From an optimization exercise on the open Yosys and OpenROAD flow, aimed at small area, a short achievable clock period and few clock cycles; shortcuts taken in it are not production practice.
Only simulation tests tie the RTL to the original design; equivalence was not proved.

Setup of v57:
==> flow/design.v <==
module qd_core (
    input  wire        clk,
    input  wire        rst,             
    input  wire        req_valid,
    output wire        req_ready,
    input  wire [31:0] req_value,
    input  wire [31:0] req_cursor,
    input  wire [31:0] req_capacity,
    output wire        wr_valid,
    output wire [31:0] wr_addr,
    output wire [15:0] wr_data,
    output wire [1:0]  wr_be,
    output wire        rsp_valid,
    output wire [31:0] rsp_cursor,
    output wire [3:0]  rsp_len,
    output wire        rsp_status
);
    function [3:0] stp;
        input [3:0] x;
        begin
            stp[3] = (x[1]) | (x[0] & x[3]);
            stp[2] = (~x[0] & ~x[1] & x[2]) | (x[0] & x[1] & x[2]);
            stp[1] = (x[0] & ~x[1] & ~x[3]) | (~x[0] & x[1]);
            stp[0] = (x[1] & ~x[2]) | (x[0] & ~x[1] & x[2]) | (~x[0] & x[3]);
        end
    endfunction
    function [3:0] dec;
        input [3:0] x;
        begin
            dec[3] = (x[0] & x[3]);
            dec[2] = (x[0] & ~x[1] & ~x[3]) | (~x[0] & x[3]);
            dec[1] = (x[0] & x[1] & ~x[3]) | (x[2]) | (~x[0] & x[1] & x[3]);
            dec[0] = (x[1] & ~x[3]) | (~x[1] & x[3]);
        end
    endfunction
    function [11:0] dec8;
        input [7:0] b;
        reg   [11:0] s, t;
        reg   [12:0] ext;
        integer i, d;
        begin
            s = 12'd0;
            for (i = 0; i < 8; i = i + 1) begin
                ext = {s, b[7 - i]};
                for (d = 0; d < 3; d = d + 1)
                    t[4*d +: 4] = stp({s[4*d +: 3], ext[4*d]});
                s = t;
            end
            dec8 = s;
        end
    endfunction
    function [39:0] dd8;
        input [39:0] acc;
        input [7:0]  b;
        reg   [39:0] s, t;
        reg   [40:0] ext;
        integer i, d;
        begin
            s = acc;
            for (i = 0; i < 8; i = i + 1) begin
                ext = {s, b[7 - i]};
                for (d = 0; d < 10; d = d + 1)
                    if (d <= 7 || (d == 8 && i >= 2) || (d == 9 && i >= 5))
                        t[4*d +: 4] = stp({s[4*d +: 3], ext[4*d]});
                    else
                        t[4*d +: 4] = 4'd0;
                t[39] = 1'b0;        
                s = t;
            end
            dd8 = s;
        end
    endfunction
    reg         conv;        
    reg         beat;        
    reg         rsp;         
    reg         ready;       
    reg         st;          
    reg  [1:0]  cnt;         
    reg  [39:0] acc;         
    reg  [2:0]  p;           
    reg         single;      
    reg  [3:0]  len;         
    reg  [31:0] cur;         
    reg         half_ones;   
    function [39:0] flip;
        input [39:0] x;
        integer k;
        begin
            for (k = 0; k < 10; k = k + 1) flip[4*k +: 4] = x[36-4*k +: 4];
        end
    endfunction
    wire        cap_small = (req_capacity[31:4] == 28'd0) && (req_capacity[3:0] < 4'd10);
    wire        nz3     = |req_value[31:24];
    wire        nz2     = |req_value[23:16];
    wire        nz1     = |req_value[15:8];
    wire [1:0]  top     = nz3 ? 2'd3 : nz2 ? 2'd2 : nz1 ? 2'd1 : 2'd0;
    wire [7:0]  topbyte = nz3 ? req_value[31:24] : nz2 ? req_value[23:16] :
                          nz1 ? req_value[15:8]  : req_value[7:0];
    wire [11:0] top_dec = dec8(topbyte);
    wire [23:0] low_bytes = {req_value[23:16] & {8{nz3}},
                             req_value[15:8]  & {8{nz3 | nz2}},
                             req_value[7:0]   & {8{nz3 | nz2 | nz1}}};
    wire        small_ge10  = (req_value[7:0] >= 8'd10);
    wire        small_ge100 = (req_value[7:0] >= 8'd100);
    wire [7:0]  nxt_byte = (cnt == 2'd3) ? acc[23:16] : (cnt == 2'd2) ? acc[15:8] : acc[7:0];
    wire [39:0] acc_dig  = {acc[39:24],
                            acc[23:16] & {8{cnt != 2'd3}},
                            acc[15:8]  & {8{cnt == 2'd1}},
                            acc[7:0]};
    wire [39:0] dig_step = dd8(flip(acc_dig), nxt_byte);
    wire [39:0] acc_dd   = flip(dig_step);
    wire [39:0] acc_step = {acc_dd[39:16],
                            (cnt == 2'd3) ? acc[15:8] : acc_dd[15:8],
                            (cnt != 2'd1) ? acc[7:0]  : acc_dd[7:0]};
    wire        pz4 = |dig_step[39:32];
    wire        pz3 = |dig_step[31:24];
    wire        pz2 = |dig_step[23:16];
    wire        pz1 = |dig_step[15:8];
    wire [2:0]  p_step = pz4 ? 3'd4 : pz3 ? 3'd3 : pz2 ? 3'd2 : pz1 ? 3'd1 : 3'd0;
    wire        odd_step = pz4 ? ~|dig_step[39:36] : pz3 ? ~|dig_step[31:28] :
                           pz2 ? ~|dig_step[23:20] : pz1 ? ~|dig_step[15:12] :
                           ~|dig_step[7:4];
    wire [3:0]  len_step = (pz4 ? 4'd10 : pz3 ? 4'd8 : pz2 ? 4'd6 : pz1 ? 4'd4 : 4'd2)
                           - {3'd0, odd_step};
    wire [39:0] dig = flip(acc);
    reg  [7:0]  pair;
    always @(*) begin
        case (p)
            3'd4:    pair = dig[39:32];
            3'd3:    pair = dig[31:24];
            3'd2:    pair = dig[23:16];
            3'd1:    pair = dig[15:8];
            default: pair = dig[7:0];
        endcase
    end
    wire [1:0]  step_len = beat ? (single ? 2'd1 : 2'd2) : 2'd0;
    wire        inc_c1   = cur[0] & step_len[0];
    wire        inc_h1   = cur[1] ^ step_len[1];
    wire        inc_c2   = (cur[1] & step_len[1]) | (inc_h1 & inc_c1);
    wire [31:0] cur_next;
    assign cur_next[0] = cur[0] ^ step_len[0];
    assign cur_next[1] = inc_h1 ^ inc_c1;
    genvar gi;
    generate
        for (gi = 2; gi < 32; gi = gi + 1) begin : g_inc
            if (gi == 2) begin : g_first
                assign cur_next[gi] = cur[gi] ^ inc_c2;
            end else if (gi <= 18) begin : g_low
                assign cur_next[gi] = cur[gi] ^ (inc_c2 & (&cur[gi-1:2]));
            end else begin : g_high
                assign cur_next[gi] = cur[gi] ^ (inc_c2 & half_ones & (&cur[gi-1:18]));
            end
        end
    endgenerate
    assign req_ready  = ready;
    assign wr_valid   = beat & ~rst;
    assign wr_addr    = cur;
    assign wr_data    = {4'h3, dec(pair[3:0]), 4'h3, dec(single ? pair[3:0] : pair[7:4])};
    assign wr_be      = {~single, 1'b1};
    assign rsp_valid  = rsp & ~rst;
    assign rsp_cursor = cur_next;
    assign rsp_len    = len;
    assign rsp_status = st;
    wire accept = req_valid & ready;
    always @(posedge clk) begin
        cur       <= accept ? req_cursor : cur_next;
        half_ones <= accept ? &req_cursor[17:2] : &cur_next[17:2];
        cnt       <= accept ? top : cnt - 2'd1;
        if (accept) begin
            p      <= {2'd0, small_ge100};
            single <= ~small_ge10 | small_ge100;
        end else if (conv) begin
            p      <= p_step;
            single <= odd_step;
        end else begin
            p      <= p - 3'd1;
            single <= 1'b0;
        end
    end
    always @(posedge clk) begin
        if (accept) begin
            st  <= cap_small;
            len <= cap_small ? 4'd0 : small_ge100 ? 4'd3 : small_ge10 ? 4'd2 : 4'd1;
            acc <= {top_dec[3:0], top_dec[7:4], top_dec[11:8], 4'd0, low_bytes};
        end else if (conv) begin
            len <= len_step;
            acc <= acc_step;
        end
    end
    always @(posedge clk) begin
        if (rst) begin
            conv  <= 1'b0;
            beat  <= 1'b0;
            rsp   <= 1'b0;
            ready <= 1'b1;
        end else if (accept) begin
            conv  <= ~cap_small & (top != 2'd0);
            beat  <= ~cap_small & (top == 2'd0);
            rsp   <= cap_small | ((top == 2'd0) & ~small_ge100);
            ready <= cap_small | ((top == 2'd0) & ~small_ge100);
        end else if (conv) begin
            conv  <= (cnt != 2'd1);
            beat  <= (cnt == 2'd1);
            rsp   <= (cnt == 2'd1) & (p_step == 3'd0);
            ready <= (cnt == 2'd1) & (p_step == 3'd0);
        end else if (beat) begin
            beat  <= (p != 3'd0);
            rsp   <= (p == 3'd1);
            ready <= (p[2:1] == 2'd0);
        end else begin
            rsp   <= 1'b0;
            ready <= 1'b1;
        end
    end
endmodule
==> flow/config.mk <==
export PLATFORM = sky130hd
export DESIGN_NAME = qd_core
export DESIGN_NICKNAME = qd_core
export VERILOG_FILES = /design/flow/design.v
export SDC_FILE = /design/flow/constraint.sdc
export NUM_CORES = 4
export LEC_CHECK = 0
export ABC_AREA = 1
export CAP_MARGIN = 20
export CORE_MARGIN = 2
export CORE_UTILIZATION = 40
export SLEW_MARGIN = 20
==> flow/constraint.sdc <==
create_clock -name core_clock -period 16.0 [get_ports {clk}]
set_input_delay 3.2000 -clock core_clock [delete_from_list [all_inputs] [get_ports {clk}]]
set_output_delay 3.2000 -clock core_clock [all_outputs]
set_load 0.01 [all_outputs]
standard.sh (not shown) runs the stock make flow with config.mk's settings and CLKGATE_MAP_FILE= SYNTH_SCRIPT=/design/flow/synth_recipe.tcl, a recipe that flattens the netlist after the stock synthesis.
==> flow/flow/run.sh <==
#!/bin/bash
# Layout flow: the standard synthesis and layout (standard.sh), with two
# changes to how the layout is made:
#  - the port buffers that global placement inserts are buf_1 cells rather
#    than the delay-buffer cells buffer_ports picks on its own;
set -euo pipefail
export BUFFER_PORTS_ARGS="-buffer_cell sky130_fd_sc_hd__buf_1"
export SETUP_SLACK_MARGIN="${QD_SETUP_MARGIN:-9.0}"
bash standard.sh synth > log_synth.txt 2>&1
bash standard.sh floorplan > log_floorplan.txt 2>&1
bash standard.sh place > log_place.txt 2>&1
bash standard.sh cts > log_cts.txt 2>&1
bash standard.sh route > log_route.txt 2>&1
bash standard.sh finish > log_finish.txt 2>&1
Testbench counts of v57, summed over its fixed seeds: cycles 15,321.
Relative to v57, the following input files were edited for v56:
- CTS_BUF_LIST newly set to sky130_fd_sc_hd__clkbuf_8
- CTS_CLUSTER_SIZE newly set to 30
--- a/flow/flow/run.sh
+++ b/flow/flow/run.sh
@@ -8 +8 @@
-export SETUP_SLACK_MARGIN="${QD_SETUP_MARGIN:-9.0}"
+export SETUP_SLACK_MARGIN="${QD_SETUP_MARGIN:-9.25}"
Results
- Taking v57 as the reference, in v56 detailed-routing iteration count for the pre-antenna-repair pass now larger.
- Compared to v57, v56 shows a wider setup margin.
- Of v57 and v56, the higher fraction of layout cells with a size suffix above 1 belongs to v56.
- Relative to v57, design area has gone up in v56.
- v57 → v56: clock-buffer cell count lost 2, routed wire length went up by about 0.4%.
### v56 -> v47
--- a/flow/flow/run.sh
+++ b/flow/flow/run.sh
@@ -8 +8 @@
-export SETUP_SLACK_MARGIN="${QD_SETUP_MARGIN:-9.25}"
+export SETUP_SLACK_MARGIN="${QD_SETUP_MARGIN:-9.0}"
--- outcome ---
From v56 to v47 the numbers moved as follows: post-layout worst setup margin now smaller; via count -38; fmax fell about 2.2%.

afterwards: timing with drivers on the ports:
No port has a modelled driver above. Below, the same layouts with a new extraction and two added sets of constraints. Step 1, drivers: a clkbuf_16 drives clk and a buf_2 each remaining input, both assumed. Step 2 also shifts input and output timing later by t, the mid clock arrival at the registers, as if the neighbouring blocks saw the same clock. a / b / c = ideal ports / drivers / drivers and shift; a / b = the first two.
| run | t, ns | setup WS [ns] | slew at the worst register clock pin (ns) |
|---|---|---|---|
| v57 | 0.392 | 9.127 / 9.099 / 9.099 | 0.07 / 0.07 |
| v56 | 0.414 | 9.274 / 9.237 / 9.237 | 0.10 / 0.10 |
| v47 | 0.415 | 9.122 / 9.093 / 9.093 | 0.10 / 0.10 |
After both steps every run listed still meets setup and hold. The setup slack of v56, which loses most, moves by -0.037 ns with the drivers and by -0.037 ns with both steps.
